What follows belongs to an exercise in optimizing a design on an open flow for small area, a short achievable clock period and few clock cycles; a production flow would make more cautious choices.
At most, simulation tests tie the RTL to the original design; equivalence was not proved.
Power figures rest on the tool's default switching activity, not on a simulated workload.

## ppe_codec
module ppe_codec (
    input  wire        clk,
    input  wire        rst,
    input  wire        cmd_valid,
    output wire        cmd_ready,
    input  wire [3:0]  cmd_op,
    input  wire [7:0]  cmd_seqaddr,
    input  wire [7:0]  cmd_cmd,
    input  wire [10:0] cmd_len,
    input  wire        in_valid,
    output wire        in_ready,
    input  wire [7:0]  in_data,
    output wire        out_valid,
    input  wire        out_ready,
    output wire [7:0]  out_data,
    output wire        res_valid,
    input  wire        res_ready,
    output wire [3:0]  res_err,
    output wire [15:0] res_crc,
    output wire [7:0]  res_start,
    output wire [7:0]  res_seqaddr,
    output wire [7:0]  res_flen
);
    localparam [3:0] ERR_NONE      = 4'h0;
    localparam [3:0] ERR_TRUNCATED = 4'h5;
    localparam [3:0] ERR_CHECKSUM  = 4'h6;
    localparam [3:0] ERR_TOO_LARGE = 4'h8;
    localparam [3:0] ERR_ILLEGAL   = 4'hF;
    localparam [3:0] S_IDLE  = 4'd0,
                     S_CIN   = 4'd1,    
                     S_CZ    = 4'd2,    
                     S_EH0   = 4'd4,    
                     S_EH1   = 4'd5,    
                     S_EH2   = 4'd6,    
                     S_EH3   = 4'd7,    
                     S_EDATA = 4'd8,    
                     S_D0    = 4'd9,    
                     S_D1    = 4'd10,   
                     S_D2    = 4'd11,   
  ...
Size in the first run: roughly 88 flip-flops, about 100 I/O pins, roughly 6100 um^2 of cells after synthesis.
export LEC_CHECK = 0
export CAP_MARGIN = 20
export CORE_MARGIN = 2
export CORE_UTILIZATION = 40
export CTS_BUF_LIST = sky130_fd_sc_hd__clkbuf_8
export CTS_CLUSTER_DIAMETER = 100
export CTS_CLUSTER_SIZE = 40
export SETUP_SLACK_MARGIN = 1.6
export SLEW_MARGIN = 20
create_clock -name core_clock -period 4.5 [get_ports {clk}]
standard.sh (not shown) runs the stock make flow with config.mk's settings and CLKGATE_MAP_FILE= SYNTH_SCRIPT=/design/flow/synth_recipe.tcl, a recipe that flattens the netlist after the stock synthesis.
==> flow/flow/run.sh <==
#!/bin/bash
# Standard layout, but the port buffers are plain buf_2 cells instead of the
# resizer's default pick (a 0.5 ns delay buffer).
set -euo pipefail
export BUFFER_PORTS_ARGS="-buffer_cell sky130_fd_sc_hd__buf_2"
bash standard.sh > standard_flow.log 2>&1
Rerun with:
--- a/flow/design.v
+++ b/flow/design.v
@@ -59,27 +59,27 @@
     reg [1:0]  ts;         
     reg        ttc;        
     reg        f_idle;     
     reg        f_inn;      
     reg        f_inc;      
     reg        f_pt;       
     reg        f_og;       
     reg        f_nrk;      
     reg        first;      
     reg [3:0]  werr;       
     reg        fp;         
     reg        rv;
-    reg        rz;         
+    reg [3:0]  err;
     assign res_valid   = rv;
-    assign res_err     = werr & {4{~rz}};
+    assign res_err     = err;
     assign res_crc     = crc;
     assign res_start   = start_b;
     assign res_seqaddr = seqaddr;
     assign res_flen    = flen;
     function [10:0] dec11(input [10:0] x);    
         integer k;
         reg     z;
         begin
             z = 1'b1;
             for (k = 0; k < 11; k = k + 1) begin
                 dec11[k] = x[k] ^ z;
                 z = z & ~x[k];
@@ -252,25 +252,25 @@
             fp    <= fp_n;
             f_idle <= (state_n == S_IDLE) & ~fp_n;
             f_inn  <= (state_n == S_D0) | (state_n == S_CK0) | (state_n == S_CK1) |
                       (state_n == S_SKIP);
             f_inc  <= ((state_n == S_CIN) | (state_n == S_D1) | (state_n == S_D2)) & ~(|ts_n);
             f_pt   <= ((state_n == S_EDATA) | (state_n == S_PAY)) & ~(|ts_n);
             f_og   <= (|ts_n) | (state_n == S_EH0) | (state_n == S_EH1) |
                       (state_n == S_EH2) | (state_n == S_EH3);
             f_nrk  <= ~(rv_n & rcrc_n);
         end
     end
     always @(posedge clk) begin
-        if (raise) rz <= traise;
+        if (raise) err <= traise ? ERR_NONE : fin ? fin_err : werr;
         if (raise) rcrc <= traise & ttc;
         if (tstart) ttc <= tcrc;
         if (fin) werr <= fin_err;
         if (crc_step) crc <= crc_next;
         else if (crc_ffff) crc <= 16'hFFFF;
         if (hdr & out_fire) begin
             seqaddr <= flen;
             flen    <= pcnt;
         end
         if (cmd_fire) first <= 1'b1;
         else if (crc_step) first <= 1'b0;
         if (cmd_fire) begin
The new run completed with no timing, DRC or antenna violations.
Wire length rises by 7.3%.
Core utilization goes up by 0.81 points.
Global-route usage went up by 1.4 points.
Count of clock-buffer cells in the layout drops by 1.
First-iteration DRC count rose by 31%.
Register-to-register slack gains 0.14 ns.
Synthesized area rises by 2.8%.
Worst setup slack improved by 0.11 ns.
Die area is higher by 2.7%.
Hold slack improved by 0.029 ns.
Testbench counts after the change, summed over its fixed seeds: cycles 47,088.
Only the layout flow was run in the first run of this note; the RTL was not checked for function there.

---

The RTL this note starts from:
==> flow/design.v <==
module ppe_codec (
    input  wire        clk,
    input  wire        rst,
    input  wire        cmd_valid,
    output wire        cmd_ready,
    input  wire [3:0]  cmd_op,
    input  wire [7:0]  cmd_seqaddr,
    input  wire [7:0]  cmd_cmd,
    input  wire [10:0] cmd_len,
    input  wire        in_valid,
    output wire        in_ready,
    input  wire [7:0]  in_data,
    output wire        out_valid,
    input  wire        out_ready,
    output wire [7:0]  out_data,
    output wire        res_valid,
    input  wire        res_ready,
    output wire [3:0]  res_err,
    output wire [15:0] res_crc,
    output wire [7:0]  res_start,
    output wire [7:0]  res_seqaddr,
    output wire [7:0]  res_flen
);
    localparam [3:0] ERR_NONE      = 4'h0;
    localparam [3:0] ERR_TRUNCATED = 4'h5;
    localparam [3:0] ERR_CHECKSUM  = 4'h6;
    localparam [3:0] ERR_TOO_LARGE = 4'h8;
    localparam [3:0] ERR_ILLEGAL   = 4'hF;
    localparam [3:0] S_IDLE  = 4'd0,
                     S_CIN   = 4'd1,    
                     S_CZ    = 4'd2,    
                     S_EH0   = 4'd4,    
                     S_EH1   = 4'd5,    
                     S_EH2   = 4'd6,    
                     S_EH3   = 4'd7,    
                     S_EDATA = 4'd8,    
                     S_D0    = 4'd9,    
                     S_D1    = 4'd10,   
                     S_D2    = 4'd11,   
                     S_PAY   = 4'd12,   
                     S_CK0   = 4'd13,   
                     S_CK1   = 4'd14,   
                     S_SKIP  = 4'd15;   
    reg [3:0]  state;
    reg [10:0] rem;        
    reg        lst;        
    reg [7:0]  pcnt;       
    reg        plst;       
    reg        nneg;       
    reg        nbig;       
    reg [15:0] crc;
    reg [7:0]  start_b;
    reg [7:0]  seqaddr;    
    reg [7:0]  flen;       
    reg        mlo;        
    reg        tcrc;       
    reg        rcrc;       
    reg        hdr;        
    reg        pt;         
    reg [1:0]  ts;         
    reg        ttc;        
    reg        first;      
    reg [3:0]  werr;       
    reg        fp;         
    reg        rv;
    reg        rz;         
    assign res_valid   = rv;
    assign res_err     = werr & {4{~rz}};
    assign res_crc     = crc;
    assign res_start   = start_b;
    assign res_seqaddr = seqaddr;
    assign res_flen    = flen;
    function [10:0] dec11(input [10:0] x);    
        integer k;
        reg     z;
        begin
            z = 1'b1;
            for (k = 0; k < 11; k = k + 1) begin
                dec11[k] = x[k] ^ z;
                z = z & ~x[k];
            end
        end
    endfunction
    function [7:0] dec8(input [7:0] x);       
        integer k;
        reg     z;
        begin
            z = 1'b1;
            for (k = 0; k < 8; k = k + 1) begin
                dec8[k] = x[k] ^ z;
                z = z & ~x[k];
            end
        end
    endfunction
    function [7:0] inc8(input [7:0] x);       
        integer k;
        reg     c;
        begin
            c = 1'b1;
            for (k = 0; k < 8; k = k + 1) begin
                inc8[k] = x[k] ^ c;
                c = c & x[k];
            end
        end
    endfunction
    function lt8(input [7:0] a, input [7:0] b);    
        integer k;
        reg     r;
        begin
            r = 1'b0;
            for (k = 0; k < 8; k = k + 1)
                r = (~a[k] & b[k]) | (~(a[k] ^ b[k]) & r);
            lt8 = r;
        end
    endfunction
    wire slot = ~rv | res_ready;
    wire ta   = |ts;       
    wire st_inc  = (state == S_CIN) | (state == S_D1) | (state == S_D2);
    wire st_inn  = (state == S_D0) | (state == S_CK0) | (state == S_CK1) | (state == S_SKIP);
    wire st_gen  = (state == S_EH0) | hdr;
    assign cmd_ready = slot & ~fp & (state == S_IDLE);
    assign in_ready  = st_inn | (st_inc & ~ta & (~rv | ~rcrc | res_ready)) |
                       (pt & ~ta & out_ready & slot);
    assign out_valid = slot & (ta | st_gen | (pt & in_valid));
    wire pto = pt & ~ta;
    wire s7f = ~pt & ~ta & ~hdr;
    assign out_data  = ({8{pto}} & in_data) | ({8{ts[0]}} & crc[7:0]) | ({8{ts[1]}} & crc[15:8]) |
                       ({8{hdr}} & seqaddr) | {1'b0, {7{s7f}}};
    wire cmd_fire = cmd_valid & cmd_ready;
    wire in_fire  = in_valid & in_ready;
    wire out_fire = out_valid & out_ready;
    wire [7:0]  cbyte = hdr ? seqaddr : in_data;
    wire [15:0] base  = crc | {16{first}};
    wire [7:0]  t     = base[15:8] ^ cbyte;
    wire        p     = (^base[15:8]) ^ (^cbyte);
    wire [15:0] crc_next = {
        base[7] ^ p,
        base[6:2],
        base[1] ^ t[7],
        base[0] ^ t[6] ^ t[7],
        t[5] ^ t[6], t[4] ^ t[5], t[3] ^ t[4], t[2] ^ t[3], t[1] ^ t[2], t[0] ^ t[1],
        p ^ t[0],
        p };
    wire trunc = nneg | (~nbig & lt8(pcnt, in_data));
    wire ok    = mlo & (in_data == crc[15:8]);
    wire cmd_zero = (cmd_len == 11'd0);
    wire cmd_big  = (|cmd_len[10:8]) | (&cmd_len[7:0]);
    wire [10:0] rem_m1 = dec11(rem);
    wire [10:0] rem_m4 = {rem[10:2] - 9'd1, rem[1:0]};
    reg [3:0] state_n;
    reg       fin;         
    reg [3:0] fin_err;
    reg       crc_step;
    reg       crc_ffff;
    reg       tstart;      
    always @* begin
        state_n  = state;
        fin      = 1'b0;
        fin_err  = werr;
        crc_step = 1'b0;
        crc_ffff = 1'b0;
        tstart   = 1'b0;
        case (state)
            S_IDLE: if (cmd_fire) begin
                case (cmd_op)
                    4'h1: state_n = cmd_zero ? S_CZ : S_CIN;
                    4'h2: state_n = cmd_big ? S_SKIP : S_EH0;
                    4'h3: if (cmd_zero) begin fin = 1'b1; fin_err = ERR_TRUNCATED; end
                          else state_n = S_D0;
                    default: if (cmd_zero) begin fin = 1'b1; fin_err = ERR_ILLEGAL; end
                             else state_n = S_SKIP;
                endcase
            end
            S_CIN: if (in_fire) begin
                crc_step = 1'b1;
                if (lst) begin tstart = 1'b1; state_n = S_IDLE; end
            end
            S_CZ: if (~ta & (~rv | ~rcrc | res_ready)) begin
                crc_ffff = 1'b1; tstart = 1'b1; state_n = S_IDLE;
            end
            S_EH0: if (out_fire & ~ta) state_n = S_EH1;
            S_EH1: if (out_fire) begin crc_step = 1'b1; state_n = S_EH2; end
            S_EH2: if (out_fire) begin crc_step = 1'b1; state_n = S_EH3; end
            S_EH3: if (out_fire) begin
                crc_step = 1'b1;
                if (rem == 11'd0) begin tstart = 1'b1; state_n = S_IDLE; end
                else state_n = S_EDATA;
            end
            S_EDATA: if (in_fire) begin
                crc_step = 1'b1;
                if (lst) begin tstart = 1'b1; state_n = S_IDLE; end
            end
            S_D0: if (in_fire) begin
                if (lst) begin fin = 1'b1; fin_err = ERR_TRUNCATED; state_n = S_IDLE; end
                else state_n = S_D1;
            end
            S_D1: if (in_fire) begin
                crc_step = 1'b1;
                if (lst) begin fin = 1'b1; fin_err = ERR_TRUNCATED; state_n = S_IDLE; end
                else state_n = S_D2;
            end
            S_D2: if (in_fire) begin
                crc_step = 1'b1;
                if (lst) begin fin = 1'b1; fin_err = ERR_TRUNCATED; state_n = S_IDLE; end
                else if (trunc) state_n = S_SKIP;
                else if (in_data == 8'd0) state_n = S_CK0;
                else state_n = S_PAY;
            end
            S_PAY: if (in_fire) begin
                crc_step = 1'b1;
                if (plst) state_n = S_CK0;
            end
            S_CK0: if (in_fire) state_n = S_CK1;
            S_CK1: if (in_fire) begin
                if (lst) begin fin = 1'b1; fin_err = ok ? ERR_NONE : ERR_CHECKSUM; state_n = S_IDLE; end
                else state_n = S_SKIP;
            end
            S_SKIP: if (in_fire & lst) begin fin = 1'b1; state_n = S_IDLE; end
            default: ;
        endcase
    end
    wire traise = ts[1] & out_fire;
    wire fraise = (fin | fp) & slot & ~ta;
    wire raise  = traise | fraise;
    always @(posedge clk) begin
        if (rst) begin
            state <= S_IDLE;
            hdr   <= 1'b0;
            pt    <= 1'b0;
            ts    <= 2'd0;
            rv    <= 1'b0;
            fp    <= 1'b0;
        end else begin
            state <= state_n;
            hdr   <= (state_n == S_EH1) | (state_n == S_EH2) | (state_n == S_EH3);
            pt    <= (state_n == S_EDATA) | (state_n == S_PAY);
            if (tstart) ts <= 2'd1;
            else if (out_fire & ta) ts <= {ts[0], 1'b0};
            rv    <= raise | (rv & ~res_ready);
            fp    <= (fin | fp) & ~fraise;
        end
    end
    always @(posedge clk) begin
        if (raise) rz <= traise;
        if (raise) rcrc <= traise & ttc;
        if (tstart) ttc <= tcrc;
        if (fin) werr <= fin_err;
        if (crc_step) crc <= crc_next;
        else if (crc_ffff) crc <= 16'hFFFF;
        if (hdr & out_fire) begin
            seqaddr <= flen;
            flen    <= pcnt;
        end
        if (cmd_fire) first <= 1'b1;
        else if (crc_step) first <= 1'b0;
        if (cmd_fire) begin
            rem  <= cmd_len;
            lst  <= (cmd_len == 11'd1);
            tcrc <= (cmd_op == 4'h1);
            if (~fin) werr <= (cmd_op == 4'h2) ? ERR_TOO_LARGE : ERR_ILLEGAL;
            if (cmd_op == 4'h2) begin
                seqaddr <= cmd_seqaddr;
                pcnt    <= cmd_cmd;
                flen    <= inc8(cmd_len[7:0]);
            end
        end else if (in_fire) begin
            rem <= rem_m1;
            lst <= (rem == 11'd2);
        end
        if (in_fire) begin
            case (state)
                S_D0: start_b <= in_data;
                S_D1: begin
                    seqaddr <= in_data;
                    pcnt    <= rem_m4[7:0];
                    nneg    <= rem_m4[10];
                    nbig    <= ~rem_m4[10] & (|rem_m4[9:8]);
                end
                S_D2: begin
                    flen <= in_data;
                    pcnt <= in_data;
                    plst <= (in_data == 8'd1);
                    if (trunc) werr <= ERR_TRUNCATED;
                end
                S_PAY: begin
                    pcnt <= dec8(pcnt);
                    plst <= (pcnt == 8'd2);
                end
                S_CK0: mlo <= (in_data == crc[7:0]);
                S_CK1: werr <= ok ? ERR_NONE : ERR_CHECKSUM;
                default: ;
            endcase
        end
    end
endmodule
==> flow/config.mk <==
export PLATFORM = sky130hd
export DESIGN_NAME = ppe_codec
export DESIGN_NICKNAME = ppe_codec
export VERILOG_FILES = /design/flow/design.v
export SDC_FILE = /design/flow/constraint.sdc
export NUM_CORES = 4
export LEC_CHECK = 0
export ABC_AREA = 1
export CAP_MARGIN = 20
export CORE_MARGIN = 2
export CORE_UTILIZATION = 40
export CTS_BUF_LIST = sky130_fd_sc_hd__clkbuf_8
export CTS_CLUSTER_DIAMETER = 100
export CTS_CLUSTER_SIZE = 40
export SETUP_SLACK_MARGIN = 1.6
export SLEW_MARGIN = 20
==> flow/constraint.sdc <==
create_clock -name core_clock -period 4.5 [get_ports {clk}]
set_input_delay 0.9000 -clock core_clock [delete_from_list [all_inputs] [get_ports {clk}]]
set_output_delay 0.9000 -clock core_clock [all_outputs]
set_load 0.01 [all_outputs]
Scripts as last shown in full above: flow/flow/run.sh
Testbench counts at the start, summed over its fixed seeds: cycles 47,088.
Rerun with:
--- a/flow/design.v
+++ b/flow/design.v
@@ -116,18 +116,22 @@
     wire slot = ~rv | res_ready;
     wire ta   = |ts;       
     wire st_inc  = (state == S_CIN) | (state == S_D1) | (state == S_D2);
     wire st_inn  = (state == S_D0) | (state == S_CK0) | (state == S_CK1) | (state == S_SKIP);
     wire st_gen  = (state == S_EH0) | hdr;
+    reg [7:0] gbyte;
+    always @* begin
+        if (ts[0])      gbyte = crc[7:0];
+        else if (ts[1]) gbyte = crc[15:8];
+        else if (hdr)   gbyte = seqaddr;
+        else            gbyte = 8'h7F;
+    end
     assign cmd_ready = slot & ~fp & (state == S_IDLE);
     assign in_ready  = st_inn | (st_inc & ~ta & (~rv | ~rcrc | res_ready)) |
                        (pt & ~ta & out_ready & slot);
     assign out_valid = slot & (ta | st_gen | (pt & in_valid));
-    wire pto = pt & ~ta;
-    wire s7f = ~pt & ~ta & ~hdr;
-    assign out_data  = ({8{pto}} & in_data) | ({8{ts[0]}} & crc[7:0]) | ({8{ts[1]}} & crc[15:8]) |
-                       ({8{hdr}} & seqaddr) | {1'b0, {7{s7f}}};
+    assign out_data  = (pt & ~ta) ? in_data : gbyte;
     wire cmd_fire = cmd_valid & cmd_ready;
     wire in_fire  = in_valid & in_ready;
     wire out_fire = out_valid & out_ready;
     wire [7:0]  cbyte = hdr ? seqaddr : in_data;
     wire [15:0] base  = crc | {16{first}};
The new run produced a clean layout.
Sequential power barely changes.
Clock-buffer cell count stays the same.
Utilization shrinks by 0.65 points.
Worst setup slack loses 0.054 ns.
Die area grows slightly.
Cell area grows slightly.
Non-clock buffer count grows by 4.
Combinational power shrinks by a few percent.
Wire length grows by a few percent.
No functional check of the RTL was part of the second run of this note.

what the ideal ports hide:
Ports are ideal in the flow. The routed layouts listed here were re-timed in OpenROAD. Step 1 sets driving cells, clkbuf_16 on the clock port and buf_2 on the other inputs (assumed; they add their load-dependent delay and slew). Step 2 also shifts input and output timing later by t, the mid clock arrival at the registers, as if the neighbouring blocks saw the same clock. Three values: ideal ports, drivers, drivers and shift; two values: the first two.
run	shift t [ns]	setup slack, ns	hold WS [ns]	latest minus earliest clock arrival (ns)	worst slew at a driven data input, ns
the first run of note 1	0.412	1.616 / 1.633 / 1.220	0.452 / 0.452 / 0.452	0.015 / 0.015	0.04
the second run of note 1	0.427	1.728 / 1.691 / 1.317	0.481 / 0.481 / 0.481	0.012 / 0.012	0.04
the first run of note 2	0.408	1.750 / 1.713 / 1.487	0.470 / 0.470 / 0.470	0.019 / 0.019	0.03
the second run of note 2	0.411	1.696 / 1.663 / 1.438	0.436 / 0.436 / 0.436	0.016 / 0.016	0.03
After both steps setup and hold are still met in every run listed. The setup slack of the second run of note 1, which loses most, moves by -0.037 ns with the drivers and by -0.411 ns with both steps.
